Source: an optimization exercise on an open RTL-to-GDS flow (aim: small area, a short achievable clock period and few clock cycles). Production flows keep margins and buffers that such runs may drop. Only simulation tests tie the RTL to the original design; equivalence was not proved. Power figures rest on the tool's default switching activity, not on a simulated workload.

--- flow/config.mk ---
export PLATFORM = sky130hd
export DESIGN_NAME = bat_ms
export DESIGN_NICKNAME = bat_ms
export VERILOG_FILES = /design/flow/design.v
export SDC_FILE = /design/flow/constraint.sdc
export NUM_CORES = 4
export LEC_CHECK = 0
export CAP_MARGIN = 20
export CORE_MARGIN = 2
export CORE_UTILIZATION = 40
export PLACE_DENSITY = 0.6
export SLEW_MARGIN = 20
--- flow/constraint.sdc ---
create_clock -name core_clock -period 10.0 [get_ports {clk}]
set_input_delay 2.0000 -clock core_clock [delete_from_list [all_inputs] [get_ports {clk}]]
set_output_delay 2.0000 -clock core_clock [all_outputs]
set_load 0.01 [all_outputs]
--- flow/design.v ---
module bat_ms (
    input  wire        clk,
    input  wire        rst,
    input  wire        start,
    input  wire [1:0]  cfg_nsrc_m1,
    input  wire [15:0] cfg_bits_in_m1,           
    input  wire [15:0] cfg_in_align_repeat,      
    input  wire [15:0] cfg_in_align_bits_m1,     
    input  wire [3:0]  cfg_out_align_repeat,
    input  wire [3:0]  cfg_out_align_bits_m1,
    input  wire [15:0] cfg_repeat,
    input  wire [3:0]  in_valid,
    input  wire [3:0]  in_eod,
    input  wire [31:0] in_data,
    output wire [3:0]  in_ready,
    output wire        out_valid,
    output wire [7:0]  out_data,
    input  wire        out_ready,
    output wire        busy,
    output reg         ended_eod
);
    localparam [1:0] S_IDLE = 2'd0,
                     S_RUN  = 2'd1,
                     S_SKIP = 2'd2,
                     S_END  = 2'd3;
    reg [1:0]  state;
    reg [1:0]  nsrc_m1;
    reg [3:0]  bm1   [0:3];       
    reg [3:0]  in_n  [0:3];       
    reg [3:0]  in_pu [0:3];       
    reg [3:0]  out_m;             
    reg [3:0]  out_pu;            
    reg [15:0] rep_left;
    reg        rep_en;
    reg        rep_last;          
    reg [1:0]  src;
    reg        lst;               
    reg [3:0]  in_cd [0:3];
    reg        sd    [0:3];       
    reg [3:0]  out_cd;
    reg        od;                
    reg [3:0]  skip_left;
    reg [6:0]  acc   [0:3];
    reg [4:0]  ad    [0:3];
    reg        part;
    reg [7:0]  hold;
    reg        s_v;
    reg        s_free;
    reg [15:0] s_bits;
    reg [5:0]  s_lim;
    reg        s_pad;
    reg [31:0] em;
    reg [5:0]  em_n;
    reg [2:0]  pp;                
    reg [3:0]  pk;                
    reg [1:0]  poi;               
    reg [5:0]  pr;                
    integer i;
    wire        flushing = (state == S_END) && !s_v;
    assign out_valid = (em_n[5:3] != 3'd0) || (flushing && em_n[2:0] != 3'd0);
    assign out_data  = em[31:24];
    wire        fire     = out_valid && out_ready;
    wire        s_take   = s_v && (em_n <= s_lim);
    wire [31:0] s_ins    = {s_bits, 16'd0} >> em_n[4:0];
    wire [5:0]  s_add    = 6'd32 - s_lim + (s_pad ? {2'b0, out_pu} : 6'd0);
    wire [5:0]  em_a     = em_n + (s_take ? s_add : 6'd0);
    wire [5:0]  em_f     = em_a - 6'd8;
    wire [5:0]  em_n_nx  = !fire ? em_a : (em_n[5:3] != 3'd0) ? em_f : 6'd0;
    wire        done_now = flushing && (em_n == 6'd0 || (em_n <= 6'd8 && out_ready));
    wire [3:0]  c_bm1   = bm1[src];
    wire [3:0]  c_n     = in_n[src];
    wire [3:0]  c_cd    = in_cd[src];
    wire [3:0]  c_pad   = in_pu[src];
    wire [6:0]  c_a7    = acc[src];
    wire [4:0]  c_ad    = ad[src];
    wire [2:0]  c_a3    = c_ad[2:0] + c_bm1[2:0] + 3'd1;
    wire        c_sd    = sd[src];
    wire        c_valid = in_valid[src];
    wire        c_eod   = in_eod[src];
    wire [7:0]  c_data  = in_data[8*src +: 8];
    wire        opaddue  = lst && od;
    wire        pad_ok   = (!c_sd || (pp > {1'b0, src})) && (!opaddue || (pp == 3'd5));
    wire        need     = part || c_ad[4];
    wire        run_go   = (state == S_RUN) && s_free && pad_ok;
    wire        run_rdy  = run_go && need;
    wire        skip_rdy = (state == S_SKIP) && s_free;
    assign in_ready = (run_rdy || skip_rdy) ? (4'b0001 << src) : 4'b0000;
    wire        take     = (run_rdy || skip_rdy) && c_valid;
    wire        take_eod = take && c_eod;
    wire        take_dat = take && !c_eod;
    wire [14:0] c_acc    = {c_a7, part ? hold : {1'b0, c_a7}};
    wire [3:0]  c_an     = {part, c_a3};
    wire [22:0] x_bits   = {c_acc, c_data};
    wire [37:0] x_sh     = {x_bits, 15'd0} >> c_an;
    wire [15:0] s_mask   = ~(16'h7fff >> c_bm1);
    wire [15:0] smp      = x_sh[22:7] & s_mask;
    wire [2:0]  left     = c_ad[2:0];
    wire        one_ok   = c_ad[3];
    wire        issue    = run_go && (!need || (take_dat && (part || one_ok)));
    wire        partial  = run_go && need && !part && !one_ok && take_dat;
    wire        skip_in  = c_sd && (c_pad > {1'b0, left});
    wire [2:0]  a_new    = left - (c_sd ? c_pad[2:0] : 3'd0);
    wire [2:0]  a_skip   = 3'd0 - skip_left[2:0];
    wire [4:0]  nbm1     = ~{1'b0, c_bm1};
    wire        skip_done = skip_rdy && take_dat && (skip_left <= 4'd8);
    wire        step_done = (issue && !skip_in) || skip_done;
    wire        win_end   = step_done && lst;
    wire        rep_end   = win_end && rep_last;
    wire        pp_src   = (pp[2] == 1'b0);
    wire [1:0]  ppi      = pp[1:0];
    wire [3:0]  pu_xm1   = bm1[pp_src ? ppi : poi];
    wire [3:0]  pu_y     = pp_src ? in_n[ppi] : out_m;
    wire [3:0]  pu_um1   = pp_src ? in_pu[ppi] : out_pu;
    wire        pu_need  = pp_src ? ((ppi <= nsrc_m1) && (pu_y != 4'd0)) : (pu_y != 4'd0);
    wire [5:0]  pr_one   = pr + (pr[5] ? {2'b00, pu_um1} : {2'b11, ~pu_xm1}) + {5'd0, pr[5]};
    wire [5:0]  pr_next  = pr_one + (pr_one[5] ? {2'b00, pu_um1} + 6'd1 : 6'd0);
    assign busy = (state != S_IDLE);
    always @(posedge clk) begin
        if (rst) begin
            state     <= S_IDLE;
            ended_eod <= 1'b0;
            s_v       <= 1'b0;
            s_free    <= 1'b1;
            em_n      <= 6'd0;
            em        <= 32'd0;
        end else begin
            if (s_take)
                em <= fire ? ((em | s_ins) << 8) : (em | s_ins);
            else if (fire)
                em <= em << 8;
            em_n <= em_n_nx;
            if (s_free) begin
                s_v    <= issue || (skip_done && opaddue);
                s_bits <= (state == S_RUN) ? smp : 16'd0;
                s_lim  <= (state == S_RUN) ? 6'd31 - {2'b0, c_bm1} : 6'd32;
                s_pad  <= opaddue && ((state != S_RUN) || !skip_in);
                s_free <= !(issue || (skip_done && opaddue)) ||
                          (em_n_nx <= ((state == S_RUN) ? 6'd31 - {2'b0, c_bm1} : 6'd32));
            end else begin
                s_free <= (em_n_nx <= {1'b0, s_lim});
            end
            if (state != S_IDLE && pp != 3'd5) begin
                if (!pu_need) begin
                    pp  <= pp + 3'd1;
                end else if (pr[5] || pk != pu_y) begin
                    pr <= pr_next;
                    if (!pr[5]) begin
                        if (pp_src || poi == nsrc_m1) begin
                            pk  <= pk + 4'd1;
                            poi <= 2'd0;
                        end else begin
                            poi <= poi + 2'd1;
                        end
                    end
                end else begin
                    if (pp_src)
                        in_pu[ppi] <= pr[3:0];
                    else
                        out_pu <= pr[3:0];
                    pp <= pp + 3'd1;
                    pk <= 4'd0;
                    pr <= 6'd0;
                end
            end
            if (take)
                hold <= c_data;
            case (state)
            S_IDLE: begin
                if (start) begin
                    nsrc_m1 <= cfg_nsrc_m1;
                    for (i = 0; i < 4; i = i + 1) begin
                        bm1[i]   <= cfg_bits_in_m1[4*i +: 4];
                        in_n[i]  <= cfg_in_align_repeat[4*i +: 4];
                        in_cd[i] <= cfg_in_align_repeat[4*i +: 4];
                        sd[i]    <= (cfg_in_align_repeat[4*i +: 4] == 4'd1);
                        in_pu[i] <= cfg_in_align_bits_m1[4*i +: 4];
                        ad[i]    <= ~{1'b0, cfg_bits_in_m1[4*i +: 4]};
                    end
                    out_m    <= cfg_out_align_repeat;
                    out_cd   <= cfg_out_align_repeat;
                    od       <= (cfg_out_align_repeat == 4'd1);
                    out_pu   <= cfg_out_align_bits_m1;
                    rep_left <= cfg_repeat;
                    rep_en   <= (cfg_repeat != 16'd0);
                    rep_last <= (cfg_repeat == 16'd1);
                    src      <= 2'd0;
                    lst      <= (cfg_nsrc_m1 == 2'd0);
                    pp       <= 3'd0;
                    pk       <= 4'd0;
                    poi      <= 2'd0;
                    pr       <= 6'd0;
                    part     <= 1'b0;
                    em       <= 32'd0;
                    state    <= S_RUN;
                end
            end
            S_RUN: begin
                if (take_eod) begin
                    ended_eod <= 1'b1;
                    state     <= S_END;
                end else if (issue) begin
                    part <= 1'b0;
                    if (take)
                        acc[src] <= c_data[6:0];
                    if (skip_in) begin
                        ad[src]    <= nbm1;
                        skip_left  <= c_pad - {1'b0, left};
                        state      <= S_SKIP;
                    end else begin
                        ad[src]    <= {2'b0, a_new} + nbm1;
                    end
                    if (c_n != 4'd0) begin
                        in_cd[src] <= c_sd ? c_n : c_cd - 4'd1;
                        sd[src]    <= c_sd ? (c_n == 4'd1) : (c_cd == 4'd2);
                    end
                end else if (partial) begin
                    part <= 1'b1;
                end
            end
            S_SKIP: begin
                if (take_eod) begin
                    ended_eod <= 1'b1;
                    state     <= S_END;
                end else if (take_dat) begin
                    acc[src] <= c_data[6:0];
                    if (skip_done) begin
                        ad[src]    <= {2'b0, a_skip} + nbm1;
                        state      <= S_RUN;
                    end else begin
                        skip_left <= skip_left - 4'd8;
                    end
                end
            end
            S_END: begin
                if (done_now)
                    state <= S_IDLE;
            end
            endcase
            if (step_done) begin
                if (lst) begin
                    src <= 2'd0;
                    lst <= (nsrc_m1 == 2'd0);
                    if (out_m != 4'd0) begin
                        out_cd <= od ? out_m : out_cd - 4'd1;
                        od     <= od ? (out_m == 4'd1) : (out_cd == 4'd2);
                    end
                    if (rep_en) begin
                        rep_left <= rep_left - 16'd1;
                        rep_last <= (rep_left == 16'd2);
                    end
                end else begin
                    src <= src + 2'd1;
                    lst <= (src + 2'd1 == nsrc_m1);
                end
            end
            if (rep_end) begin
                ended_eod <= 1'b0;
                state     <= S_END;
            end
        end
    end
endmodule
--- flow/flow/run.sh ---
#!/bin/bash
set -euo pipefail
MARGIN=5
sed "s|^make -C |make SETUP_SLACK_MARGIN=${MARGIN} 'BUFFER_PORTS_ARGS=-buffer_cell sky130_fd_sc_hd__buf_1' -C |" standard.sh > standard_margin.sh
bash standard_margin.sh > standard_margin.log 2>&1
--- flow/standard.sh ---
#!/bin/bash
# synth_recipe.tcl (not shown) runs the flow's synth.tcl, then flattens the netlist and writes it again
# the make line also repeats each setting of config.mk as NAME=value (left out here)
make -C /OpenROAD-flow-scripts/flow DESIGN_CONFIG=/design/flow/config.mk WORK_HOME=/design/flow/orfs CLKGATE_MAP_FILE= SYNTH_SCRIPT=/design/flow/synth_recipe.tcl "${@:-finish}"
==> summary.md, run 1 <==
| Metric | Value |
|---|---|
| Cell area after placement | `about 0.017 mm2` |
| Total number of yosys warnings | `3` |
| Gate count after technology mapping | `around 1,500` |
| Max-cap check violation count | `0` |
| Peak supply drop | `approximately 140 uV` |
| Data arrival time at the worst-slack endpoint | `2.82 ns` |
| Root Buffer Master | `sky130_fd_sc_hd__clkbuf_16` |
| DIE WIDTH | `just over 200 um` |
| Number of nets with antenna violations after routing | `0` |
| Number of enable-type register cells in the synthesized netlist | `200` |
| Count of buffers inserted at the top-level ports | `132` |
| Average cell area after synthesis | `10.5 um2` |
| Number of buffers inserted for hold repair after clock tree synthesis | `0` |
| TritonCTS Buffers | `29` |
| Insertion delay to the later sink of the worst-skew pair | `0.58 ns` |
| Overall routed net length | `about 45,000 um` |
| Die Outline Area | `between 0.04 and 0.05 mm2` |
| Setup_tns | `0 ns` |
| Most used DFF post-synth | `sky130_fd_sc_hd__edfxtp_1` |
| Placed cell count | `around 2,100` |
| Total clock sinks | `250` |
| Max-slew violation total from the final report | `0` |
| Combined global-route utilization of all metal layers | `between 20% and 30%` |
| TritonCTS clock tree | `yes` |
| First-pass GRT wire length | `~70,000 um` |
| Largest net degree at the start of global routing | `63` |
| Number of filler instances in the final layout | `between 3,000 and 4,000` |
| Pre-antenna DRT Iters | `5` |
| Period minus WS final | `4.82 ns` |
| Antenna Diode Count | `0` |
| Fmax | `approximately 0.21 GHz` |
| Part of the Yosys area used for sequential elements | `~43%` |
| Top Ports | `between 100 and 150` |
| Setup-failing EPs final | `0` |
| Endpoint type of the worst setup path | `output port` |
| H-Tree Depth | `1` |
| Leakage power total | `6.83 nW` |
| Number of distinct library cell variants in the gate-level netlist after synthesis | `80` |
| Area growth from synthesis to final layout | `12.6%` |
| Worst slew slack as a fraction of its limit | `a little under a third` |
| Tightest Pin Transition | `1.03 ns` |
| Initial cell density of the core | `~40%` |
| Number of antenna violations at the first check in global routing | `0` |
| Area of combinational cells with multiple inputs | `0.00854 mm2` |
| Synthesized Nets | `1,741` |
| Core Box Area | `0.0398 mm2` |
| Maximum fanout count along the critical path | `7` |
| Count of vias placed by the detailed router | `between 10,000 and 15,000` |
| Final standard cell count with taps included and fillers excluded | `2,186` |
| Worst-case clock buffer depth | `3` |
| Power per cell area | `approximately 260 mW/mm2` |
| Number of standard-cell rows in the floorplan | `73` |
| Final WS setup | `a little over 5 ns` |
| Path type of the worst min-delay path | `reg -> reg` |
| Number of synthesized register bits | `250` |
| Placer Congestion | `about 0.91` |
| GRT overflow | `0` |
| Proportion of register bits with asynchronous set or reset after synthesis | `0%` |
| Via count of the first global-routing pass | `12,600` |
| Initial DRC count | `around 1,000` |
| HPWL reported at the end of detailed placement | `approximately 34,000 um` |
| Final Hold Fails | `0` |
| Pre-CTS setup slack | `4.56 ns` |
| Final #Nets | `~1,800` |
| Die height | `205 um` |
| Worst endpoint required time | `about 8 ns` |
| Routed length per placed instance | `slightly above 20 um` |
| Type of the worst setup path | `reg -> out` |
| Area of the mapped netlist | `between 0.015 and 0.02 mm2` |
| Setup repair after global routing missed its margin | `yes` |
| DR vias/cell | `about 5.8` |
| Remaining DRCs | `0` |
| Area of all placed cells without fillers | `between 0.015 and 0.02 mm2` |
| Register area | `between 0.007 and 0.008 mm2` |
| Final-layout worst hold slack | `0.455 ns` |
| Critical path startpoint category | `flip-flop` |
| Final period utilization | `approximately half` |
| Worst setup skew after layout | `a little under 0.04 ns` |
| Clk pin slew, worst setup/hold paths | `roughly 0.050 ns` |
| Layout cell share with drive strength beyond 1 | `12.1%` |
| Run status | `finished clean` |
-- metal layers --
layer  GRT usage, %  up-vias  part of all wire (%)
met5              0        -                     0
met4           4.91        0                   1.9
met3           2.23       48                   4.6
met2           37.8      380                    50
met1           28.2     6173                    43
li1               -     5984                     -
-- Yosys cell counts (all sizes together), types with 4 or more instances --
library cell	number	share of area [%]
a21o	37	1.7
nor2	121	2.8
a211oi	34	1.7
a22oi	6	0.28
or4b	4	0.25
edfxtp	200	37
nand2b	6	0.28
nand3	30	0.99
xnor2	22	1.2
dfxtp	50	6.2
nor2b	15	0.58
nor4	9	0.39
o22ai	19	0.82
and2	28	1.1
or2	6	0.23
o2bb2ai	4	0.22
nor4b	4	0.22
or3	12	0.46
a22o	7	0.38
nor3	34	1.1
inv	75	1.7
ha	75	5.8
xor2	20	1.1
mux4	49	6.8
nor3b	7	0.32
o21a	4	0.19
nand2	146	3.4
a222oi	9	0.56
a31oi	19	0.92
a211o	5	0.27
o211ai	12	0.56
mux2i	76	4.7
mux2	40	2.8
buf	31	1.1
clkbuf	55	1.3
a21oi	102	3.2
o21ai	91	2.8
fa	10	1.2
o31ai	4	0.19
and3	17	0.66
-- cell type report --
type | count | share of cell area, %
Clock inverter | 15 | 1.44
Tap cell | 525 | 3.61
Multi-Input combinational cell | 1125 | 46.9
Timing Repair Buffer | 156 | 3.75
Inverter | 77 | 1.59
Clock buffer | 38 | 4.17
Sequential cell | 250 | 38.6
-- state kept, by name, summed over array words and instances, names as in the netlist, 3 cells and up, named ones only --
signal	flops
em_n	6
pp	3
ad	20
in_pu	16
s_bits	16
sd	4
out_pu	4
skip_left	4
in_cd	16
out_m	4
s_lim	6
rep_left	16
em	32
in_n	16
pk	4
pr	6
out_cd	4
hold	8
bm1	16
acc	28
-- worst max-delay path: stages, from the launching register on --
cell	delay [ns]
sky130_fd_sc_hd__edfxtp_1	0.50
sky130_fd_sc_hd__inv_1	0.28
sky130_fd_sc_hd__ha_1	0.29
sky130_fd_sc_hd__nand2_1	0.06
sky130_fd_sc_hd__o21ai_0	0.16
sky130_fd_sc_hd__a31o_2	0.30
sky130_fd_sc_hd__and2_2	0.25
sky130_fd_sc_hd__nor2b_1	0.22
sky130_fd_sc_hd__buf_1	0.19
-- per-stage QoR --
stage / power (W) / util, %
2_1_floorplan: 0.00310 / -
3_3_place_gp: 0.00359 / 42.8
3_5_place_dp: 0.00364 / 42.8
4_1_cts: 0.00480 / 45.6
5_1_grt: 0.00515 / 45.7
6_report: 0.00481 / 45.7
-- kinds of logic after synthesis --
| logic type | share of synthesized area, % |
|---|---|
| xor+xnor | 2.27 |
| flops | 43.3 |
| simple gates | 13.1 |
| compound gates | 15.7 |
| buf+inv | 4.18 |
| mux | 14.3 |
| fa+ha+maj | 7.04 |
-- power breakdown --
group | total [W] | internal (W) | switching [W]
registers | 0.00149 | 0.00134 | 0.000144
clock network | 0.00115 | 0.000715 | 0.000431
logic | 0.00217 | 0.000890 | 0.00128
-- path summary, 6_finish.rpt --
check	from	endpoint	slack, ns	cells after the start
worst max register to register	pp[1]	pr[5]	5.31	18
worst min-delay path	em[4]	em[4]	0.46	2
worst max-delay path	pp[0]	in_ready[1]	5.18	8
worst min register to register	em[4]	em[4]	0.46	2
-- cell usage in the layout (no fill, tap or decap), types with 6 or more instances in the layout --
cell type / Yosys / final
sky130_fd_sc_hd__nand2_1: 145 / 144
sky130_fd_sc_hd__bufinv_16: 0 / 7
sky130_fd_sc_hd__inv_2: 4 / 6
sky130_fd_sc_hd__ha_1: 75 / 73
sky130_fd_sc_hd__nand3_1: 28 / 28
sky130_fd_sc_hd__xor2_1: 20 / 19
sky130_fd_sc_hd__fa_1: 10 / 9
sky130_fd_sc_hd__dfxtp_1: 50 / 44
sky130_fd_sc_hd__or3_1: 12 / 12
sky130_fd_sc_hd__nor2b_1: 15 / 15
sky130_fd_sc_hd__mux4_2: 48 / 48
sky130_fd_sc_hd__a21oi_1: 101 / 101
sky130_fd_sc_hd__nor3_1: 34 / 34
sky130_fd_sc_hd__o22ai_1: 18 / 18
sky130_fd_sc_hd__buf_1: 10 / 132
sky130_fd_sc_hd__and2_1: 28 / 26
sky130_fd_sc_hd__o21ai_0: 84 / 83
sky130_fd_sc_hd__a222oi_1: 9 / 9
sky130_fd_sc_hd__mux2i_1: 76 / 75
sky130_fd_sc_hd__a22o_1: 7 / 7
sky130_fd_sc_hd__xnor2_1: 22 / 22
sky130_fd_sc_hd__nor2_1: 121 / 120
sky130_fd_sc_hd__and3_1: 17 / 17
sky130_fd_sc_hd__clkbuf_1: 55 / 9
sky130_fd_sc_hd__clkbuf_16: 0 / 29
sky130_fd_sc_hd__a31oi_1: 17 / 17
sky130_fd_sc_hd__inv_1: 71 / 70
sky130_fd_sc_hd__o21ai_1: 6 / 7
sky130_fd_sc_hd__nor3b_1: 7 / 7
sky130_fd_sc_hd__buf_4: 10 / 22
sky130_fd_sc_hd__a211oi_1: 33 / 33
sky130_fd_sc_hd__a22oi_1: 6 / 6
sky130_fd_sc_hd__a21o_1: 37 / 37
sky130_fd_sc_hd__o211ai_1: 12 / 12
sky130_fd_sc_hd__nor4_1: 8 / 8
sky130_fd_sc_hd__mux2_2: 40 / 40
sky130_fd_sc_hd__edfxtp_1: 200 / 200
-- what timing repair did --
item | in CTS | in global routing
cloned | 0 | 0
resized for setup | 10 | 11
setup endpoints to repair | 24 | 16
setup buffers | 8 | 3
Testbench counts, summed over its fixed seeds: cycles 48,584.
==> run 2: changes to the inputs <==
==> flow/flow/run.sh (replaced) <==
#!/bin/bash
set -euo pipefail
MARGIN=5.5
sed "s|^make -C |make SETUP_SLACK_MARGIN=${MARGIN} 'BUFFER_PORTS_ARGS=-buffer_cell sky130_fd_sc_hd__buf_1' -C |" standard.sh > standard_margin.sh
bash standard_margin.sh > standard_margin.log 2>&1
==> run 2 against run 1 <==
Net effect:
- register-to-register slack gained 0.35 ns
- critical path depth is the same
- total power grew 1.7%
==> summary.md, run 2 <==
| Metric | Value |
|---|---|
| Run status | `finished clean` |
| Fraction of synthesized cell area taken by the top area cell type | `~37%` |
| TritonCTS Buffers | `29` |
| Worst Hold End | `em[5]` |
| Insertion delay to the later sink of the worst-skew pair | `0.59 ns` |
| DR vias/cell | `5.76` |
| Initial cell density of the core | `40.6%` |
| Maximum fanout count along the critical path | `6` |
| Die Outline Area | `between 0.04 and 0.05 mm2` |
| Number of standard-cell rows in the floorplan | `73` |
| FF-to-FF setup slack | `around 5.7 ns` |
| Critical path startpoint category | `flip-flop` |
| Remaining DRCs | `0` |
| Pre-antenna DRT Iters | `6` |
| Most common cell in the synthesized netlist | `sky130_fd_sc_hd__edfxtp_1` |
| Peak supply drop | `146 uV` |
| Final standard cell count with taps included and fillers excluded | `between 2,000 and 2,500` |
| Final period utilization | `44.3%` |
| Worst setup skew after layout | `around 0.039 ns` |
| Largest registers | `em x32, acc x28, ad x20` |
| Layout cell share with drive strength beyond 1 | `between 10% and 20%` |
| Library cell with the largest summed area after synthesis | `sky130_fd_sc_hd__edfxtp_1` |
| Total number of yosys warnings | `3` |
| Wire length on met1 | `around 20,000 um` |
| Period minus WS final | `approximately 4.4 ns` |
| Synth top cells by count | `sky130_fd_sc_hd__edfxtp_1 (200), sky130_fd_sc_hd__nand2_1 (145), sky130_fd_sc_hd__nor2_1 (121)` |
| Placed cell count | `between 2,000 and 2,500` |
| Area of the mapped netlist | `0.0162 mm2` |
| Initial DRC count | `919` |
| Most common cell after layout, fill and taps aside | `sky130_fd_sc_hd__edfxtp_1` |
| Root Buffer Master | `sky130_fd_sc_hd__clkbuf_16` |
| WL met2 | `about 22,000 um` |
| DIE WIDTH | `a little over 200 um` |
| Antenna Diode Count | `0` |
| Leakage power total | `around 7.0 nW` |
| Critical R2R Launch | `pp[0]` |
| Worst endpoint required time | `approximately 8 ns` |
| Worst slew slack as a fraction of its limit | `roughly 31%` |
| Area growth from synthesis to final layout | `15.2%` |
| Core Box Area | `0.0398 mm2` |
| Placer Congestion | `between 0.9 and 1` |
| Final WS setup | `about 5.6 ns` |
| Die height | `a little over 200 um` |
| Area of all placed cells without fillers | `between 0.015 and 0.02 mm2` |
| Tightest Pin Transition | `1.03 ns` |
| Overall Power | `0.00489 W` |
| Data arrival time at the worst-slack endpoint | `~2.4 ns` |
| Clk pin slew, worst setup/hold paths | `0.06 ns` |
| Number of synthesized register bits | `250` |
| Number of enable-type register cells in the synthesized netlist | `200` |
| Routed length per placed instance | `roughly 20 um` |
| Length of routed met3 wiring | `~2000 um` |
| H-Tree Depth | `1` |
| Number of antenna violations at the first check in global routing | `0` |
| Total clock sinks | `250` |
| Largest cells by area after synthesis | `sky130_fd_sc_hd__edfxtp_1 (37%), sky130_fd_sc_hd__mux4_2 (6.7%), sky130_fd_sc_hd__dfxtp_1 (6.2%), sky130_fd_sc_hd__ha_1 (5.8%), sky130_fd_sc_hd__mux2i_1 (4.7%)` |
| Endpoint type of the worst setup path | `output port` |
| Type of the worst setup path | `reg -> out` |
| Max-slew violation total from the final report | `0` |
| Setup-failing EPs final | `0` |
| Final #Nets | `roughly 1,900` |
| Gate count after technology mapping | `roughly 1,500` |
| HPWL reported at the end of detailed placement | `roughly 33,000 um` |
| TritonCTS clock tree | `yes` |
| Pre-CTS setup slack | `4.64 ns` |
| Number of filler instances in the final layout | `3,808` |
| Power per cell area | `approximately 260 mW/mm2` |
| Number of nets with antenna violations after routing | `0` |
| Number of flip-flops in the largest register | `32` |
| Count of buffers inserted at the top-level ports | `between 100 and 150` |
| Biggest cell delay along the critical path | `0.43 ns` |
| Top reg by flops | `em` |
| Number of buffers inserted for hold repair after clock tree synthesis | `0` |
| Part of the Yosys area used for sequential elements | `43.3%` |
| Max-cap check violation count | `0` |
| Count of vias placed by the detailed router | `around 13,000` |
| Hold path startpoint | `em[5]` |
| Reg2reg path depth | `22` |
| Top Ports | `about 130` |
| Via count of the first global-routing pass | `roughly 13,000` |
| Reg-to-Reg End | `pr[4]` |
| Setup repair after global routing missed its margin | `no` |
| Setup_tns | `0 ns` |
| Crit-path leading delay family | `simple AND/OR/NAND/NOR gates` |
| Worst-case clock buffer depth | `3` |
| Combined global-route utilization of all metal layers | `between 20% and 30%` |
| Average cell area after synthesis | `10.5 um2` |
| Synthesized Nets | `~1,700` |
| Top Metal Used | `met4` |
| Fmax | `between 0.2 and 0.25 GHz` |
| Commonest non-fill, non-tap cells in the layout | `sky130_fd_sc_hd__edfxtp_1 (200), sky130_fd_sc_hd__nand2_1 (144), sky130_fd_sc_hd__buf_1 (131)` |
| GRT overflow | `0` |
| Proportion of register bits with asynchronous set or reset after synthesis | `0%` |
| Final Hold Fails | `0` |
| Largest net degree at the start of global routing | `65` |
| First-pass GRT wire length | `approximately 70,000 um` |
| Most used DFF post-synth | `sky130_fd_sc_hd__edfxtp_1` |
| Min-Delay Path Depth | `2` |
| Overall routed net length | `around 45,000 um` |
| Cell-by-cell trace of the critical path | `buf_6 -> ha_1 -> nor2b_2 -> o21ai_2 -> a31o_2 -> and2_4 -> nor2b_1 -> buf_1` |
| Cell area after placement | `0.0171 mm2` |
| Path type of the worst min-delay path | `reg -> reg` |
| Cell type of the slowest stage on the worst timing path | `sky130_fd_sc_hd__edfxtp_1` |
| Number of distinct library cell variants in the gate-level netlist after synthesis | `80` |
| Count of buffer and inverter cells on the critical path | `2` |
## run 2: metrics by stage
step | utilization [%] | hold slack [ns]
2_1_floorplan | - | 0.424
3_3_place_gp | 42.8 | 0.437
3_5_place_dp | 42.8 | 0.442
4_1_cts | 45.7 | 0.456
5_1_grt | 46.8 | 0.467
6_report | 46.8 | 0.456
## run 2: where the power goes
group	internal (W)	switching, W	leakage, nW
combinational	0.000989	0.00136	4.25
clock	0.000616	0.000451	0.475
sequential	0.00134	0.000133	2.30
## run 2: per-layer routing
layer | GRT usage [%] | up-vias
li1 | - | 6070
met1 | 28.2 | 6305
met2 | 36.2 | 383
met3 | 2.31 | 82
met4 | 6.91 | 0
met5 | 0 | -
## run 2: layout make-up
class	count	area, um2	area share, %
Multi-Input combinational cell	1125	8650	46.4
Sequential cell	250	7020	37.7
Clock inverter	19	171	0.920
Tap cell	525	657	3.53
Clock buffer	35	788	4.23
Timing Repair Buffer	200	1040	5.58
Inverter	77	302	1.62
## run 2: how the worst max path moves through the flow
stage,from,end,slack (ns),cells past startpoint
4_1_cts,state[1],in_ready[3],5.26,8
2_1_floorplan,em_n[0],s_free,5.38,25
3_3_place_gp,src[1],s_bits[11],4.65,14
3_5_place_dp,src[1],s_bits[11],4.64,14
5_1_grt,pp[0],pr[4],5.42,22
6_report,pp[1],in_ready[2],5.57,8
## run 2: timing repair
item	4_1_cts	5_1_grt
gates resized for setup	29	42
buffers inserted	17	37
pin swaps	0	9
endpoints found under the setup margin	30	76
## run 2: logic make-up (layout without fill, tap and decap cells)
family / after synthesis / after routing / share of synthesized area, %
buf+inv: 163 / 331 / 4.18
xor+xnor: 42 / 42 / 2.27
flops: 250 / 250 / 43.3
mux: 165 / 165 / 14.3
simple gates: 448 / 448 / 13.1
compound gates: 385 / 385 / 15.7
fa+ha+maj: 85 / 85 / 7.04
## run 2: tightest hold or removal path: stages, from the launching register on
cell and delay, ns:
sky130_fd_sc_hd__dfxtp_1 0.30, sky130_fd_sc_hd__a21oi_1 0.05, sky130_fd_sc_hd__nor2_1 0.07
==> run 3: changes to the inputs <==
--- a/flow/config.mk
+++ b/flow/config.mk
@@ -8,5 +8,7 @@
 export CAP_MARGIN = 20
 export CORE_MARGIN = 2
 export CORE_UTILIZATION = 40
+export CTS_CLUSTER_DIAMETER = 100
+export CTS_CLUSTER_SIZE = 40
 export PLACE_DENSITY = 0.6
 export SLEW_MARGIN = 20
==> run 3 against run 2 <==
Net effect:
- first-iteration DRC count grew 6.6%
- die area unchanged
- non-clock buffer count down 6
- critical endpoint is now in_ready[1]
- sequential share of layout area up 1.1 points
- via count fell by 1.4%
- sequential cell count did not move
- total power down 8.7%
- worst setup slack gained 0.022 ns
==> summary.md, run 3 <==
| Metric | Value |
|---|---|
| Initial cell density of the core | `between 40 and 50%` |
| GRT overflow | `0` |
| Count of vias placed by the detailed router | `approximately 13,000` |
| Biggest cell delay along the critical path | `0.43 ns` |
| Initial DRC count | `980` |
| Final period utilization | `between 40% and 50%` |
| Library cell with the largest summed area after synthesis | `sky130_fd_sc_hd__edfxtp_1` |
| Global routing usage on met3 | `slightly below 2%` |
| Cell-internal power | `approximately 0.0026 W` |
| Remaining DRCs | `0` |
| Max-slew violation total from the final report | `0` |
| Peak supply drop | `~150 uV` |
| Count of buffers inserted at the top-level ports | `132` |
| Area growth from synthesis to final layout | `11.9%` |
| Max-cap check violation count | `0` |
| TritonCTS clock tree | `yes` |
| Leakage power total | `roughly 6.8 nW` |
| Cell type of the slowest stage on the worst timing path | `sky130_fd_sc_hd__edfxtp_1` |
| Top reg by flops | `em` |
| Largest cells by area after synthesis | `sky130_fd_sc_hd__edfxtp_1 (37%), sky130_fd_sc_hd__mux4_2 (6.7%), sky130_fd_sc_hd__dfxtp_1 (6.2%), sky130_fd_sc_hd__ha_1 (5.8%), sky130_fd_sc_hd__mux2i_1 (4.7%)` |
| Proportion of register bits with asynchronous set or reset after synthesis | `0%` |
| Path type of the worst min-delay path | `reg -> reg` |
| Number of synthesized register bits | `between 200 and 300` |
| Core Box Area | `0.0398 mm2` |
| Largest registers | `em x32, acc x28, ad x20` |
| Worst endpoint required time | `about 8 ns` |
| TritonCTS Buffers | `14` |
| Type of the worst setup path | `reg -> out` |
| Critical path startpoint category | `flip-flop` |
| Via count of the first global-routing pass | `approximately 12,000` |
| Part of the total power dissipated in sequential elements | `about a third` |
| Switch share | `just over 40%` |
| Clk pin slew, worst setup/hold paths | `between 0.1 and 0.15 ns` |
| Combined global-route utilization of all metal layers | `a little over a fifth` |
| Largest net degree at the start of global routing | `65` |
| Setup repair after global routing missed its margin | `yes` |
| Number of enable-type register cells in the synthesized netlist | `200` |
| Most common cell after layout, fill and taps aside | `sky130_fd_sc_hd__edfxtp_1` |
| Busiest layer in global routing | `met2` |
| Overall routed net length | `around 45,000 um` |
| Final Hold Fails | `0` |
| Maximum fanout count along the critical path | `8` |
| Pre-antenna DRT Iters | `6` |
| Worst slew slack as a fraction of its limit | `roughly a third` |
| Placer Congestion | `0.901` |
| Worst-case clock buffer depth | `3` |
| Cell with the most instances on the worst path | `sky130_fd_sc_hd__nor2b_1` |
| Final #Nets | `approximately 1,900` |
| Most common cell in the synthesized netlist | `sky130_fd_sc_hd__edfxtp_1` |
| Synthesized Nets | `between 1,500 and 2,000` |
| Layout cell share with drive strength beyond 1 | `roughly 15%` |
| Tightest Pin Transition | `1.01 ns` |
| Gate count after technology mapping | `roughly 1,500` |
| Count of buffer and inverter cells on the critical path | `2` |
| First-pass GRT wire length | `just under 70,000 um` |
| Area of the mapped netlist | `~0.016 mm2` |
| Number of antenna violations at the first check in global routing | `0` |
| Crit-path leading delay family | `simple AND/OR/NAND/NOR gates` |
| Fraction of synthesized cell area taken by the top area cell type | `between 30% and 40%` |
| Setup-failing EPs final | `0` |
| H-Tree Depth | `1` |
| Antenna Diode Count | `0` |
| Met2 global-route usage | `36.8%` |
| Root Buffer Master | `sky130_fd_sc_hd__clkbuf_16` |
| Most used DFF post-synth | `sky130_fd_sc_hd__edfxtp_1` |
| Synth top cells by count | `sky130_fd_sc_hd__edfxtp_1 (200), sky130_fd_sc_hd__nand2_1 (145), sky130_fd_sc_hd__nor2_1 (121)` |
| Part of the Yosys area used for sequential elements | `a little over two fifths` |
| Number of buffers inserted for hold repair after clock tree synthesis | `0` |
| Die height | `roughly 210 um` |
| Worst setup skew after layout | `roughly 0.051 ns` |
| Number of flip-flops in the largest register | `32` |
| Setup_tns | `0 ns` |
| Die Outline Area | `between 0.04 and 0.05 mm2` |
| Endpoint type of the worst setup path | `output port` |
| Combinational cell fraction of total power | `51.8%` |
| Run status | `finished clean` |
| Routed length per placed instance | `slightly above 20 um` |
| Total number of yosys warnings | `3` |
| Total clock sinks | `between 200 and 300` |
| Power per cell area | `between 200 and 250 mW/mm2` |
| Insertion delay to the later sink of the worst-skew pair | `0.53 ns` |
| Switching power summed over all nets | `around 0.0019 W` |
| DR vias/cell | `just under 6` |
| Grt met1 use | `about 28%` |
| Share of the core filled with cells in the final layout | `between 40% and 50%` |
| Clock network fraction of design power | `between 10% and 20%` |
| HPWL reported at the end of detailed placement | `33,200 um` |
| DIE WIDTH | `roughly 200 um` |
| Average cell area after synthesis | `between 10 and 15 um2` |
| Period minus WS final | `roughly 4.4 ns` |
| Number of distinct library cell variants in the gate-level netlist after synthesis | `80` |
| Number of nets with antenna violations after routing | `0` |
| Number of standard-cell rows in the floorplan | `between 70 and 80` |
| Commonest non-fill, non-tap cells in the layout | `sky130_fd_sc_hd__edfxtp_1 (200), sky130_fd_sc_hd__nand2_1 (144), sky130_fd_sc_hd__buf_1 (130)` |
| Top Ports | `around 130` |
| Data arrival time at the worst-slack endpoint | `2.40 ns` |
| Cell-by-cell trace of the critical path | `buf_4 -> ha_1 -> nor2b_1 -> o21ai_2 -> a31o_2 -> and2_4 -> nor2b_1 -> buf_1` |
| Fmax | `about 0.23 GHz` |
## run 3: metrics by stage
step	hold WS, ns	power [W]	worst slack [ns]	instance area, um2	cells
2_1_floorplan	0.424	0.00311	5.38	16200	1538
3_3_place_gp	0.437	0.00361	4.65	17100	2123
3_5_place_dp	0.442	0.00364	4.64	17100	2123
4_1_cts	0.461	0.00438	5.48	17800	2167
5_1_grt	0.476	0.00477	5.43	18100	2195
6_report	0.461	0.00446	5.60	18100	2195
## run 3: final cells by class
cell class                 count  area [um2]
clock buffer                  16         389
clock inverter                 8        91.3
fill                        3854       21700
inverter                      77         302
multi-input combinational   1125        8650
sequential                   250        7030
tap                          525         657
timing repair buffer         194         985
## run 3: timing repair
| item | in CTS | in global routing |
|---|---|---|
| buffers inserted | 20 | 28 |
| hold endpoints to repair | 0 | 0 |
| resized for setup | 36 | 28 |
| setup endpoints to repair | 52 | 46 |
| pin swaps | 1 | 7 |
## run 3: cells by family after synthesis
logic type,count (synthesis),share of synthesized area [%]
AOI/OAI and AO/OA,385,15.7
DFF,250,43.3
and+or+nand+nor,448,13.1
adders and majority gates,85,7.04
muxes,165,14.3
buffers and inverters,163,4.18
xor gates and xnor gates,42,2.27
## run 3: final timing paths
kind	endpoint	start	slack, ns	cells after the start
min reg2reg	em[2]	em[2]	0.46	2
max reg2reg	pr[5]	pp[2]	5.66	18
max	in_ready[1]	pp[1]	5.60	8
min	em[2]	em[2]	0.46	2
## run 3: power groups by stage
stage	Sequential, W	Combinational [W]	Clock (W)
after detailed placement	0.00151	0.00213	0
after floorplan	0.00144	0.00167	0
after CTS	0.00147	0.00222	0.000693
final	0.00147	0.00231	0.000680
after global routing	0.00149	0.00256	0.000721
after global placement	0.00151	0.00211	0
## run 3: per-layer routing
metal  part of all wire [%]  vias to the layer above
met5                      0                        -
met4                    2.2                        0
met3                    4.1                       56
met2                     50                      352
met1                     44                     6245
li1                       -                     6011
## run 3: worst reg2reg max path, delay by kind of cell, from the launching register on
family / cells / cell delay (ns)
AOI/OAI and AO/OA: 9 / 1.57
xor gates and xnor gates: 1 / 0.17
adders and majority gates: 2 / 0.52
buffers and inverters: 1 / 0.20
DFF: 1 / 0.50
muxes: 3 / 1.02
and+or+nand+nor: 2 / 0.24
==> run 4: changes to the inputs <==
--- a/flow/config.mk
+++ b/flow/config.mk
@@ -8,7 +8,7 @@
 export CAP_MARGIN = 20
 export CORE_MARGIN = 2
 export CORE_UTILIZATION = 40
-export CTS_CLUSTER_DIAMETER = 100
-export CTS_CLUSTER_SIZE = 40
+export CTS_CLUSTER_DIAMETER = 60
+export CTS_CLUSTER_SIZE = 25
 export PLACE_DENSITY = 0.6
 export SLEW_MARGIN = 20
==> run 4 against run 3 <==
Net effect:
- largest cell class unchanged
- die area is the same
- maximum frequency shrank 0.21%
- global-route usage grew 0.14 points
- still clean
==> summary.md, run 4 <==
| Metric | Value |
|---|---|
| Grt met1 use | `approximately 28%` |
| Total number of yosys warnings | `3` |
| Average cell area after synthesis | `10.5 um2` |
| Worst-case clock buffer depth | `3` |
| DR vias/cell | `5.73` |
| FF-to-FF setup slack | `5.70 ns` |
| Final Hold Fails | `0` |
| Worst slew slack as a fraction of its limit | `32.6%` |
| Cell-internal power | `0.00289 W` |
| Critical R2R Launch | `pp[2]` |
| Pre-antenna DRT Iters | `9` |
| Clk pin slew, worst setup/hold paths | `0.07 ns` |
| Root Buffer Master | `sky130_fd_sc_hd__clkbuf_16` |
| Largest cells by area after synthesis | `sky130_fd_sc_hd__edfxtp_1 (37%), sky130_fd_sc_hd__mux4_2 (6.7%), sky130_fd_sc_hd__dfxtp_1 (6.2%), sky130_fd_sc_hd__ha_1 (5.8%), sky130_fd_sc_hd__mux2i_1 (4.7%)` |
| Switch share | `between 40% and 50%` |
| Worst Hold End | `em[2]` |
| Part of the Yosys area used for sequential elements | `a little over two fifths` |
| Synthesized Nets | `roughly 1,700` |
| Antenna Diode Count | `0` |
| Clock network fraction of design power | `21.8%` |
| Die Outline Area | `between 0.04 and 0.05 mm2` |
| Critical path startpoint category | `flip-flop` |
| Data arrival time at the worst-slack endpoint | `around 2.4 ns` |
| Type of the worst setup path | `reg -> out` |
| Busiest layer in global routing | `met2` |
| Area growth from synthesis to final layout | `15.1%` |
| Count of buffer and inverter cells on the critical path | `2` |
| Top reg by flops | `em` |
| Placer Congestion | `approximately 0.9` |
| Area of the mapped netlist | `around 0.016 mm2` |
| Setup_tns | `0 ns` |
| Die height | `205 um` |
| Remaining DRCs | `0` |
| Endpoint type of the worst setup path | `output port` |
| Synth top cells by count | `sky130_fd_sc_hd__edfxtp_1 (200), sky130_fd_sc_hd__nand2_1 (145), sky130_fd_sc_hd__nor2_1 (121)` |
| Number of flip-flops in the largest register | `32` |
| Part of the total power dissipated in sequential elements | `a little under a third` |
| Setup repair after global routing missed its margin | `no` |
| Library cell with the largest summed area after synthesis | `sky130_fd_sc_hd__edfxtp_1` |
| Min-Delay Path Depth | `2` |
| Global routing usage on met3 | `2.70%` |
| TritonCTS clock tree | `yes` |
| Hold path startpoint | `em[2]` |
| Tightest Pin Transition | `about 1.0 ns` |
| Setup-failing EPs final | `0` |
| Switching power summed over all nets | `0.00200 W` |
| Layout cell share with drive strength beyond 1 | `16.5%` |
| HPWL reported at the end of detailed placement | `between 30,000 and 40,000 um` |
| Worst setup skew after layout | `0.0333 ns` |
| Insertion delay to the later sink of the worst-skew pair | `a little under 0.6 ns` |
| Fraction of synthesized cell area taken by the top area cell type | `around 37%` |
| Met2 global-route usage | `a little over a third` |
| Combinational cell fraction of total power | `between 40% and 50%` |
| Number of filler instances in the final layout | `around 3,800` |
| Top Ports | `~130` |
| Routed length per placed instance | `~20 um` |
| Reg2reg path depth | `17` |
| Number of standard-cell rows in the floorplan | `73` |
| Maximum fanout count along the critical path | `6` |
| Power per cell area | `263 mW/mm2` |
| Worst endpoint required time | `8.00 ns` |
| Most used DFF post-synth | `sky130_fd_sc_hd__edfxtp_1` |
| Commonest non-fill, non-tap cells in the layout | `sky130_fd_sc_hd__edfxtp_1 (200), sky130_fd_sc_hd__nand2_1 (143), sky130_fd_sc_hd__buf_1 (129)` |
| Crit-path leading delay family | `simple AND/OR/NAND/NOR gates` |
| Number of distinct library cell variants in the gate-level netlist after synthesis | `80` |
| Number of enable-type register cells in the synthesized netlist | `200` |
| Fmax | `about 0.23 GHz` |
| Number of buffers inserted for hold repair after clock tree synthesis | `0` |
| Max-cap check violation count | `0` |
| Biggest cell delay along the critical path | `0.44 ns` |
| Most common cell in the synthesized netlist | `sky130_fd_sc_hd__edfxtp_1` |
| Initial DRC count | `1,104` |
| Final period utilization | `about 44%` |
| DIE WIDTH | `between 200 and 250 um` |
| Number of antenna violations at the first check in global routing | `0` |
| First-pass GRT wire length | `69,600 um` |
| Total clock sinks | `between 200 and 300` |
| Reg-to-Reg End | `pr[5]` |
| Share of the core filled with cells in the final layout | `about 47%` |
| Period minus WS final | `~4.4 ns` |
| Core Box Area | `approximately 0.040 mm2` |
| Count of buffers inserted at the top-level ports | `132` |
| Number of nets with antenna violations after routing | `0` |
| Peak supply drop | `~180 uV` |
| Via count of the first global-routing pass | `between 10,000 and 15,000` |
| Run status | `finished clean` |
| Max-slew violation total from the final report | `0` |
| Overall routed net length | `around 45,000 um` |
| H-Tree Depth | `1` |
| Leakage power total | `between 6 and 7 nW` |
| Cell-by-cell trace of the critical path | `buf_6 -> ha_1 -> nor2b_2 -> o21ai_2 -> a31o_2 -> and2_4 -> nor2b_1 -> clkbuf_2` |
| Cell type of the slowest stage on the worst timing path | `sky130_fd_sc_hd__edfxtp_1` |
| Most common cell after layout, fill and taps aside | `sky130_fd_sc_hd__edfxtp_1` |
| Largest net degree at the start of global routing | `65` |
| Path type of the worst min-delay path | `reg -> reg` |
| Count of vias placed by the detailed router | `roughly 13,000` |
| Largest registers | `em x32, acc x28, ad x20` |
| Gate count after technology mapping | `between 1,500 and 2,000` |
| Proportion of register bits with asynchronous set or reset after synthesis | `0%` |
| Final #Nets | `1,877` |
| Number of synthesized register bits | `250` |
| TritonCTS Buffers | `26` |
| Initial cell density of the core | `40.6%` |
| GRT overflow | `0` |
| Combined global-route utilization of all metal layers | `21.1%` |
-- run 4: stage by stage --
step	std cells	hold WS, ns	total power [W]	setup WS (ns)	area [um2]
floorplan	1538	0.424	0.00311	5.38	16200
global placement	2123	0.437	0.00361	4.65	17100
detailed placement	2123	0.442	0.00364	4.64	17100
CTS	2188	0.456	0.00477	5.28	18200
global route	2219	0.474	0.00522	5.46	18600
finish	2219	0.457	0.00489	5.59	18600
-- run 4: per-layer routing --
metal  vias up  part of all wire (%)  wire length (um)
met5         -                     0                 0
met4         0                   2.5              1130
met3        71                   4.7              2100
met2       371                    50             22200
met1      6219                    43             19300
li1       6062                     -                 -
-- run 4: final cells by class --
| type | instances | area [um2] | area share [%] |
|---|---|---|---|
| multi-input cells | 1125 | 8670 | 46.6 |
| flip-flops and latches | 250 | 7030 | 37.8 |
| clock buffers | 26 | 651 | 3.50 |
| clock inverters | 22 | 313 | 1.68 |
| inverters | 77 | 302 | 1.62 |
| repair buffers | 194 | 993 | 5.34 |
| well taps | 525 | 657 | 3.53 |
-- run 4: worst max path at each step --
stage | slack [ns] | cells past startpoint | startpoint | end
6_report | 5.59 | 8 | pp[1] | in_ready[2]
5_1_grt | 5.46 | 23 | s_lim[4] | s_free
4_1_cts | 5.28 | 8 | state[1] | in_ready[3]
3_5_place_dp | 4.64 | 14 | src[1] | s_bits[11]
3_3_place_gp | 4.65 | 14 | src[1] | s_bits[11]
2_1_floorplan | 5.38 | 25 | em_n[0] | s_free
-- run 4: timing repair --
item	CTS	global route
hold endpoints to repair	0	0
pin swaps	0	13
gates resized for setup	29	48
endpoints found under the setup margin	29	70
setup buffers	17	31
-- run 4: cell families after synthesis --
kind of cell             share of synthesized area, %
buffers and inverters                            4.18
XOR/XNOR                                         2.27
AND/OR/NAND/NOR                                  13.1
multiplexers                                     14.3
adder cells (fa/ha/maj)                          7.04
flip-flops                                       43.3
AO/OA/AOI/OAI                                    15.7
-- run 4: worst reg2reg max path: stages, from the launching register on --
cell and delay (ns):
sky130_fd_sc_hd__edfxtp_1 0.51, sky130_fd_sc_hd__mux2i_4 0.36, sky130_fd_sc_hd__mux4_2 0.61, sky130_fd_sc_hd__mux2i_4 0.19, sky130_fd_sc_hd__ha_1 0.26, sky130_fd_sc_hd__a21o_1 0.17, sky130_fd_sc_hd__a21o_1 0.19, sky130_fd_sc_hd__a21o_1 0.19
sky130_fd_sc_hd__a21o_4 0.23, sky130_fd_sc_hd__nor2_2 0.16, sky130_fd_sc_hd__ha_1 0.25, sky130_fd_sc_hd__a21o_1 0.18, sky130_fd_sc_hd__a21oi_2 0.17, sky130_fd_sc_hd__o21bai_1 0.08, sky130_fd_sc_hd__a21oi_1 0.18, sky130_fd_sc_hd__xor2_1 0.17
sky130_fd_sc_hd__nand3_1 0.09, sky130_fd_sc_hd__a21oi_1 0.18
-- run 4: power groups by stage --
stage          Sequential (W)  Clock (W)  Combinational, W
2_1_floorplan         0.00144          0           0.00167
3_3_place_gp          0.00151          0           0.00211
3_5_place_dp          0.00151          0           0.00213
4_1_cts               0.00148    0.00109           0.00220
5_1_grt               0.00149    0.00112           0.00260
6_report              0.00148    0.00107           0.00235
==> run 5: changes to the inputs <==
--- a/flow/config.mk
+++ b/flow/config.mk
@@ -7,8 +7,6 @@
 export LEC_CHECK = 0
 export CAP_MARGIN = 20
 export CORE_MARGIN = 2
-export CORE_UTILIZATION = 40
-export CTS_CLUSTER_DIAMETER = 60
-export CTS_CLUSTER_SIZE = 25
-export PLACE_DENSITY = 0.6
+export CORE_UTILIZATION = 50
+export PLACE_DENSITY = 0.7
 export SLEW_MARGIN = 20
==> run 5 against run 4 <==
Net effect:
- still clean
- combinational power about the same
- design area down 1.6%
- maximum frequency down 0.44%
- worst hold slack worse by 0.0013 ns
- critical path depth up 1
- via count up 1.2%
- die area down 20%
- non-clock buffer count down 11
- sequential cell count unchanged
- critical path type unchanged
- largest cell class unchanged
==> summary.md, run 5 <==
| Metric | Value |
|---|---|
| Run status | `finished clean` |
| Final period utilization | `44.3%` |
| Cell-by-cell trace of the critical path | `buf_4 -> inv_2 -> ha_4 -> and2_4 -> o221ai_1 -> a31o_2 -> and2_4 -> nor2b_2 -> buf_1` |
| Largest net degree at the start of global routing | `64` |
| Pre-antenna DRT Iters | `6` |
| Initial DRC count | `1,268` |
| Number of synthesized register bits | `between 200 and 300` |
| Type of the worst setup path | `reg -> out` |
| Remaining DRCs | `0` |
| Power per cell area | `264 mW/mm2` |
| Peak supply drop | `around 160 uV` |
| Initial cell density of the core | `~50%` |
| Overall routed net length | `43,100 um` |
| Number of distinct library cell variants in the gate-level netlist after synthesis | `80` |
| Layout cell share with drive strength beyond 1 | `15.8%` |
| Largest registers | `em x32, acc x28, ad x20` |
| Worst setup skew after layout | `about 0.015 ns` |
| Maximum fanout count along the critical path | `6` |
| Final #Nets | `around 1,900` |
| Synthesized Nets | `around 1,700` |
| Cell with the most instances on the worst path | `sky130_fd_sc_hd__and2_4` |
| Cell area after placement | `around 0.017 mm2` |
| Placer Congestion | `roughly 0.96` |
| Number of filler instances in the final layout | `2,679` |
| Area of the mapped netlist | `between 0.015 and 0.02 mm2` |
| Core Box Area | `0.0317 mm2` |
| Pre-CTS setup slack | `roughly 4.6 ns` |
| Proportion of register bits with asynchronous set or reset after synthesis | `0%` |
| Synth top cells by count | `sky130_fd_sc_hd__edfxtp_1 (200), sky130_fd_sc_hd__nand2_1 (145), sky130_fd_sc_hd__nor2_1 (121)` |
| Max-slew violation total from the final report | `0` |
| Insertion delay to the later sink of the worst-skew pair | `approximately 0.56 ns` |
| Data arrival time at the worst-slack endpoint | `2.43 ns` |
| Leakage power total | `between 6 and 7 nW` |
| Number of enable-type register cells in the synthesized netlist | `200` |
| Count of buffers inserted at the top-level ports | `about 130` |
| First-pass GRT wire length | `between 60,000 and 70,000 um` |
| Gate count after technology mapping | `around 1,500` |
| Die Outline Area | `~0.034 mm2` |
| Root Buffer Master | `sky130_fd_sc_hd__clkbuf_16` |
| Path type of the worst min-delay path | `reg -> reg` |
| GRT overflow | `0` |
| Number of antenna violations at the first check in global routing | `1` |
| Total number of yosys warnings | `3` |
| DR vias/cell | `6.17` |
| H-Tree Depth | `1` |
| TritonCTS clock tree | `yes` |
| Most common cell after layout, fill and taps aside | `sky130_fd_sc_hd__edfxtp_1` |
| Combined global-route utilization of all metal layers | `around 25%` |
| Area growth from synthesis to final layout | `13.3%` |
| Part of the Yosys area used for sequential elements | `a little over two fifths` |
| Count of vias placed by the detailed router | `12,900` |
| Max-cap check violation count | `0` |
| Tightest Pin Transition | `1.00 ns` |
| Final WS setup | `approximately 5.6 ns` |
| Critical path startpoint category | `flip-flop` |
| Fmax | `about 0.23 GHz` |
| Cell type of the slowest stage on the worst timing path | `sky130_fd_sc_hd__edfxtp_1` |
| Share of the core filled with cells in the final layout | `slightly below 60%` |
| Most used DFF post-synth | `sky130_fd_sc_hd__edfxtp_1` |
| Setup_tns | `0 ns` |
| Endpoint type of the worst setup path | `output port` |
| DIE WIDTH | `about 180 um` |
| Most common cell in the synthesized netlist | `sky130_fd_sc_hd__edfxtp_1` |
| Overall Power | `0.00483 W` |
| Final Hold Fails | `0` |
| Top reg by flops | `em` |
| Area of all placed cells without fillers | `~0.018 mm2` |
| Library cell with the largest summed area after synthesis | `sky130_fd_sc_hd__edfxtp_1` |
| Worst endpoint required time | `around 8 ns` |
| Number of standard-cell rows in the floorplan | `65` |
| HPWL reported at the end of detailed placement | `31,300 um` |
| Routed length per placed instance | `around 21 um` |
| Setup-failing EPs final | `0` |
| Clk pin slew, worst setup/hold paths | `about 0.070 ns` |
| Worst-case clock buffer depth | `3` |
| Number of nets with antenna violations after routing | `0` |
| Largest cells by area after synthesis | `sky130_fd_sc_hd__edfxtp_1 (37%), sky130_fd_sc_hd__mux4_2 (6.7%), sky130_fd_sc_hd__dfxtp_1 (6.2%), sky130_fd_sc_hd__ha_1 (5.8%), sky130_fd_sc_hd__mux2i_1 (4.7%)` |
| Fraction of synthesized cell area taken by the top area cell type | `between 30% and 40%` |
| Worst slew slack as a fraction of its limit | `approximately 33%` |
| Via count of the first global-routing pass | `between 10,000 and 15,000` |
| Top Ports | `between 100 and 150` |
| Die height | `around 180 um` |
| Setup repair after global routing missed its margin | `yes` |
| Number of flip-flops in the largest register | `32` |
| Period minus WS final | `4.43 ns` |
| Biggest cell delay along the critical path | `0.39 ns` |
| Commonest non-fill, non-tap cells in the layout | `sky130_fd_sc_hd__edfxtp_1 (200), sky130_fd_sc_hd__nand2_1 (144), sky130_fd_sc_hd__buf_1 (130)` |
| Total clock sinks | `250` |
| Average cell area after synthesis | `about 11 um2` |
| TritonCTS Buffers | `27` |
run 5: final timing paths:
check | slack [ns] | to | cells after the start | from
worst max-delay path | 5.57 | in_ready[3] | 9 | pp[1]
worst min register to register | 0.46 | em[3] | 2 | em[3]
worst min-delay path | 0.46 | em[3] | 2 | em[3]
worst max register to register | 5.72 | pr[5] | 17 | pp[2]
run 5: worst max-delay path: cells and delay by family, from the launching register on:
family / cells / cell delay [ns]
adder cells (fa/ha/maj): 1 / 0.20
buffers and inverters: 3 / 0.41
AND/OR/NAND/NOR: 3 / 0.49
flip-flops: 1 / 0.39
AO/OA/AOI/OAI: 2 / 0.37
run 5: where the power goes:
part / switching [W] / total, W / internal [W]
Combinational: 0.00135 / 0.00232 / 0.000967
Clock: 0.000429 / 0.00103 / 0.000602
Sequential: 0.000138 / 0.00148 / 0.00134
run 5: metrics by stage:
stage	cells	hold slack [ns]
floorplan	1538	0.424
global placement	1997	0.435
detailed placement	1997	0.443
CTS	2058	0.458
global route	2088	0.493
finish	2088	0.456
run 5: cells by family after synthesis:
group                      after synthesis  synth area share (%)
and+or+nand+nor                        448                  13.1
AOI/OAI and AO/OA                      385                  15.7
DFF                                    250                  43.3
muxes                                  165                  14.3
buffers and inverters                  163                  4.18
adders and majority gates               85                  7.04
xor gates and xnor gates                42                  2.27
run 5: cell type report:
class,instances,area [um2],share of cell area [%]
diodes,1,2.50,0.0137
clock buffers,36,739,4.04
clock inverters,14,174,0.949
inverters,77,299,1.63
multi-input cells,1125,8670,47.3
flip-flops and latches,250,7030,38.4
well taps,402,503,2.75
repair buffers,183,902,4.92
run 5: timing repair:
action                     CTS  global route
setup buffers               11            29
setup endpoints to repair   32            73
pin swaps                    1             6
hold buffers                 0             0
resized for setup           32            43
run 5: per-layer routing:
metal	vias to the layer above	wire (um)	track usage, %
met5	-	0	0
met4	0	1490	7.97
met3	95	2620	3.41
met2	525	21400	43.7
met1	6209	17600	32.2
li1	6047	-	-
==> run 6: changes to the inputs <==
--- a/flow/config.mk
+++ b/flow/config.mk
@@ -8,5 +8,7 @@
 export CAP_MARGIN = 20
 export CORE_MARGIN = 2
 export CORE_UTILIZATION = 50
+export CTS_CLUSTER_DIAMETER = 80
+export CTS_CLUSTER_SIZE = 30
 export PLACE_DENSITY = 0.7
 export SLEW_MARGIN = 20
==> run 6 against run 5 <==
Net effect:
- worst hold slack better by 0.0054 ns
- largest cell class unchanged
- routed wire length down 2.1%
- via count down 1.5%
- combinational power down 2%
- clock power down 32%
- die area unchanged
- clock skew up 0.031 ns
- first-iteration DRC count down 5.4%
- still clean
==> summary.md, run 6 <==
| Metric | Value |
|---|---|
| FF-to-FF setup slack | `between 5 and 6 ns` |
| Die Outline Area | `about 0.034 mm2` |
| Leakage power total | `about 6.7 nW` |
| Initial cell density of the core | `51.0%` |
| Layout cell share with drive strength beyond 1 | `between 10% and 20%` |
| Number of buffers inserted for hold repair after clock tree synthesis | `0` |
| Number of enable-type register cells in the synthesized netlist | `200` |
| Setup repair after global routing missed its margin | `yes` |
| Max-cap check violation count | `0` |
| Insertion delay to the later sink of the worst-skew pair | `0.52 ns` |
| Final Hold Fails | `0` |
| Most common cell after layout, fill and taps aside | `sky130_fd_sc_hd__edfxtp_1` |
| Core Box Area | `~0.032 mm2` |
| Maximum fanout count along the critical path | `7` |
| Power per cell area | `around 250 mW/mm2` |
| DIE WIDTH | `between 150 and 200 um` |
| TritonCTS clock tree | `yes` |
| Overall routed net length | `around 42,000 um` |
| Gate count after technology mapping | `around 1,500` |
| Routed length per placed instance | `20.5 um` |
| Synth top cells by count | `sky130_fd_sc_hd__edfxtp_1 (200), sky130_fd_sc_hd__nand2_1 (145), sky130_fd_sc_hd__nor2_1 (121)` |
| Period minus WS final | `4.45 ns` |
| Count of buffers inserted at the top-level ports | `between 100 and 150` |
| Setup-failing EPs final | `0` |
| Worst endpoint required time | `about 8 ns` |
| Final WS setup | `5.55 ns` |
| HPWL reported at the end of detailed placement | `approximately 31,000 um` |
| Number of synthesized register bits | `250` |
| Cell with the most instances on the worst path | `sky130_fd_sc_hd__and2_4` |
| Area of all placed cells without fillers | `approximately 0.018 mm2` |
| Largest registers | `em x32, acc x28, ad x20` |
| Number of filler instances in the final layout | `~2,700` |
| Worst setup skew after layout | `approximately 0.047 ns` |
| Worst slew slack as a fraction of its limit | `about a third` |
| Proportion of register bits with asynchronous set or reset after synthesis | `0%` |
| Largest net degree at the start of global routing | `between 60 and 70` |
| Number of standard-cell rows in the floorplan | `65` |
| Peak supply drop | `roughly 240 uV` |
| Library cell with the largest summed area after synthesis | `sky130_fd_sc_hd__edfxtp_1` |
| DR vias/cell | `slightly above 6` |
| Worst-case clock buffer depth | `3` |
| Fraction of synthesized cell area taken by the top area cell type | `a little under two fifths` |
| Share of the core filled with cells in the final layout | `~56%` |
| Critical path startpoint category | `flip-flop` |
| Endpoint type of the worst setup path | `output port` |
| Count of vias placed by the detailed router | `around 13,000` |
| Area of the mapped netlist | `between 0.015 and 0.02 mm2` |
| Root Buffer Master | `sky130_fd_sc_hd__clkbuf_16` |
| Combined global-route utilization of all metal layers | `between 20% and 30%` |
| Path type of the worst min-delay path | `reg -> reg` |
| Die height | `about 180 um` |
| Most used DFF post-synth | `sky130_fd_sc_hd__edfxtp_1` |
| TritonCTS Buffers | `15` |
| Cell-by-cell trace of the critical path | `buf_4 -> ha_4 -> and2_4 -> o221ai_1 -> a31o_2 -> and2_4 -> nor2b_2 -> clkbuf_2` |
| Number of antenna violations at the first check in global routing | `1` |
| Part of the Yosys area used for sequential elements | `between 40% and 50%` |
| Area of combinational cells with multiple inputs | `between 0.008 and 0.009 mm2` |
| Max-slew violation total from the final report | `0` |
| Final period utilization | `around 44%` |
| Pre-antenna DRT Iters | `8` |
| Remaining DRCs | `0` |
| Number of distinct library cell variants in the gate-level netlist after synthesis | `80` |
| Fmax | `roughly 0.22 GHz` |
| Data arrival time at the worst-slack endpoint | `around 2.5 ns` |
| Number of flip-flops in the largest register | `32` |
| Pre-CTS setup slack | `4.65 ns` |
| Number of nets with antenna violations after routing | `0` |
| Total number of yosys warnings | `3` |
| Cell area after placement | `0.0169 mm2` |
| Count of buffer and inverter cells on the critical path | `2` |
| GRT overflow | `0` |
| Cell type of the slowest stage on the worst timing path | `sky130_fd_sc_hd__edfxtp_1` |
| Setup_tns | `0 ns` |
| Overall Power | `0.00445 W` |
| Crit-path leading delay family | `flip-flops` |
| Via count of the first global-routing pass | `~12,000` |
| Clk pin slew, worst setup/hold paths | `0.11 ns` |
| Biggest cell delay along the critical path | `0.53 ns` |
| First-pass GRT wire length | `65,900 um` |
| Top Ports | `133` |
| Area growth from synthesis to final layout | `10.2%` |
| Top reg by flops | `em` |
| Total clock sinks | `250` |
| Most common cell in the synthesized netlist | `sky130_fd_sc_hd__edfxtp_1` |
| Run status | `finished clean` |
| Final #Nets | `between 1,500 and 2,000` |
| Tightest Pin Transition | `roughly 1.0 ns` |
| Commonest non-fill, non-tap cells in the layout | `sky130_fd_sc_hd__edfxtp_1 (200), sky130_fd_sc_hd__nand2_1 (144), sky130_fd_sc_hd__buf_1 (128)` |
| Type of the worst setup path | `reg -> out` |
| Initial DRC count | `around 1,200` |
| H-Tree Depth | `1` |
| Average cell area after synthesis | `between 10 and 15 um2` |
| Largest cells by area after synthesis | `sky130_fd_sc_hd__edfxtp_1 (37%), sky130_fd_sc_hd__mux4_2 (6.7%), sky130_fd_sc_hd__dfxtp_1 (6.2%), sky130_fd_sc_hd__ha_1 (5.8%), sky130_fd_sc_hd__mux2i_1 (4.7%)` |
| Placer Congestion | `~0.96` |
| Synthesized Nets | `around 1,700` |
| Register area | `~0.0070 mm2` |
## run 6: changes by cell type in the layout (fill, tap and decap cells not counted), sizes merged
cell / before / now
clkbuf: 38 / 20
buf: 181 / 171
bufinv: 3 / 1
clkinv: 7 / 5
clkinvlp: 5 / 3
## run 6: worst reg2reg max path: cells and delay by family (launching register included)
family / cells / cell delay, ns
fa+ha+maj: 2 / 0.53
mux: 3 / 1.02
xor+xnor: 1 / 0.17
flops: 1 / 0.53
buf+inv: 1 / 0.15
simple gates: 2 / 0.24
compound gates: 9 / 1.59
## run 6: worst paths after layout
check,start,to,cells after the start
setup / recovery,pp[0],in_ready[1],8
hold / removal,em[3],em[3],2
setup reg to reg,pp[0],pr[5],18
hold reg to reg,em[3],em[3],2
## run 6: routing by layer
layer  vias to the layer above  GRT usage, %  part of all wire [%]
met2                       477          43.0                    49
met1                      6154          32.3                    41
met5                         -             0                     0
met3                        79          2.58                   5.7
li1                       5972             -                     -
met4                         0          8.22                   3.5
## run 6: cells by family (layout without fill, tap and decap cells)
family	Yosys count	in the layout	synth area share, %
buffers and inverters	163	276	4.18
multiplexers	165	165	14.3
adder cells (fa/ha/maj)	85	85	7.04
AND/OR/NAND/NOR	448	448	13.1
AO/OA/AOI/OAI	385	385	15.7
XOR/XNOR	42	42	2.27
other	0	1	0
flip-flops	250	250	43.3
## run 6: area by class of cell
type	count	area share [%]
Clock inverter	8	0.582
Tap cell	402	2.82
Sequential cell	250	39.4
Antenna cell	1	0.0140
Multi-Input combinational cell	1125	48.5
Inverter	77	1.69
Clock buffer	17	2.27
Timing Repair Buffer	174	4.69
## run 6: metrics by stage
| stage | instances | hold slack, ns |
|---|---|---|
| global placement | 1997 | 0.435 |
| floorplan | 1538 | 0.424 |
| CTS | 2035 | 0.464 |
| finish | 2054 | 0.462 |
| global route | 2054 | 0.501 |
| detailed placement | 1997 | 0.443 |
## run 6: where the power goes
| group | internal (W) | leakage, nW | total, W | switching [W] |
|---|---|---|---|---|
| Combinational | 0.000944 | 4.14 | 0.00227 | 0.00133 |
| Sequential | 0.00134 | 2.30 | 0.00148 | 0.000135 |
| Clock | 0.000333 | 0.244 | 0.000703 | 0.000371 |
| Total | 0.00262 | 6.68 | 0.00445 | 0.00183 |
## run 6: timing repair
action	in CTS	in global routing
setup endpoints to repair	51	40
buffers inserted	13	18
gates resized for setup	33	33
pin swaps	1	3
hold endpoints to repair	0	0

-- port drivers added, routing unchanged --
Ports are ideal in the flow. The routed layouts listed here were re-timed in OpenROAD. Step 1, drivers: a clkbuf_16 drives clk and a buf_2 each remaining input, both assumed. Step 2 moves the port delays by t, midway between the first and last clock arrival at a register: inputs arrive t later, outputs are due t later. That takes back most of the time a late clock gives input paths. Three values: no drivers, after step 1, after step 2; two values: the first two.
run	t, ns	setup slack, ns	latest minus earliest clock arrival (ns)	slew at the worst register clock pin (ns)
run 1	0.617	5.185 / 5.133 / 4.891	0.039 / 0.039	0.06 / 0.06
run 2	0.625	5.573 / 5.521 / 5.120	0.039 / 0.039	0.07 / 0.07
run 3	0.558	5.596 / 5.541 / 5.156	0.055 / 0.056	0.12 / 0.12
run 4	0.615	5.586 / 5.533 / 5.035	0.038 / 0.037	0.08 / 0.08
run 5	0.605	5.567 / 5.517 / 5.032	0.015 / 0.016	0.07 / 0.07
run 6	0.548	5.553 / 5.503 / 5.063	0.046 / 0.046	0.11 / 0.11
After both steps setup and hold are still met in every run listed. For run 4, which loses most, drivers alone change the setup slack by -0.053 ns; drivers and shift together by -0.551 ns.
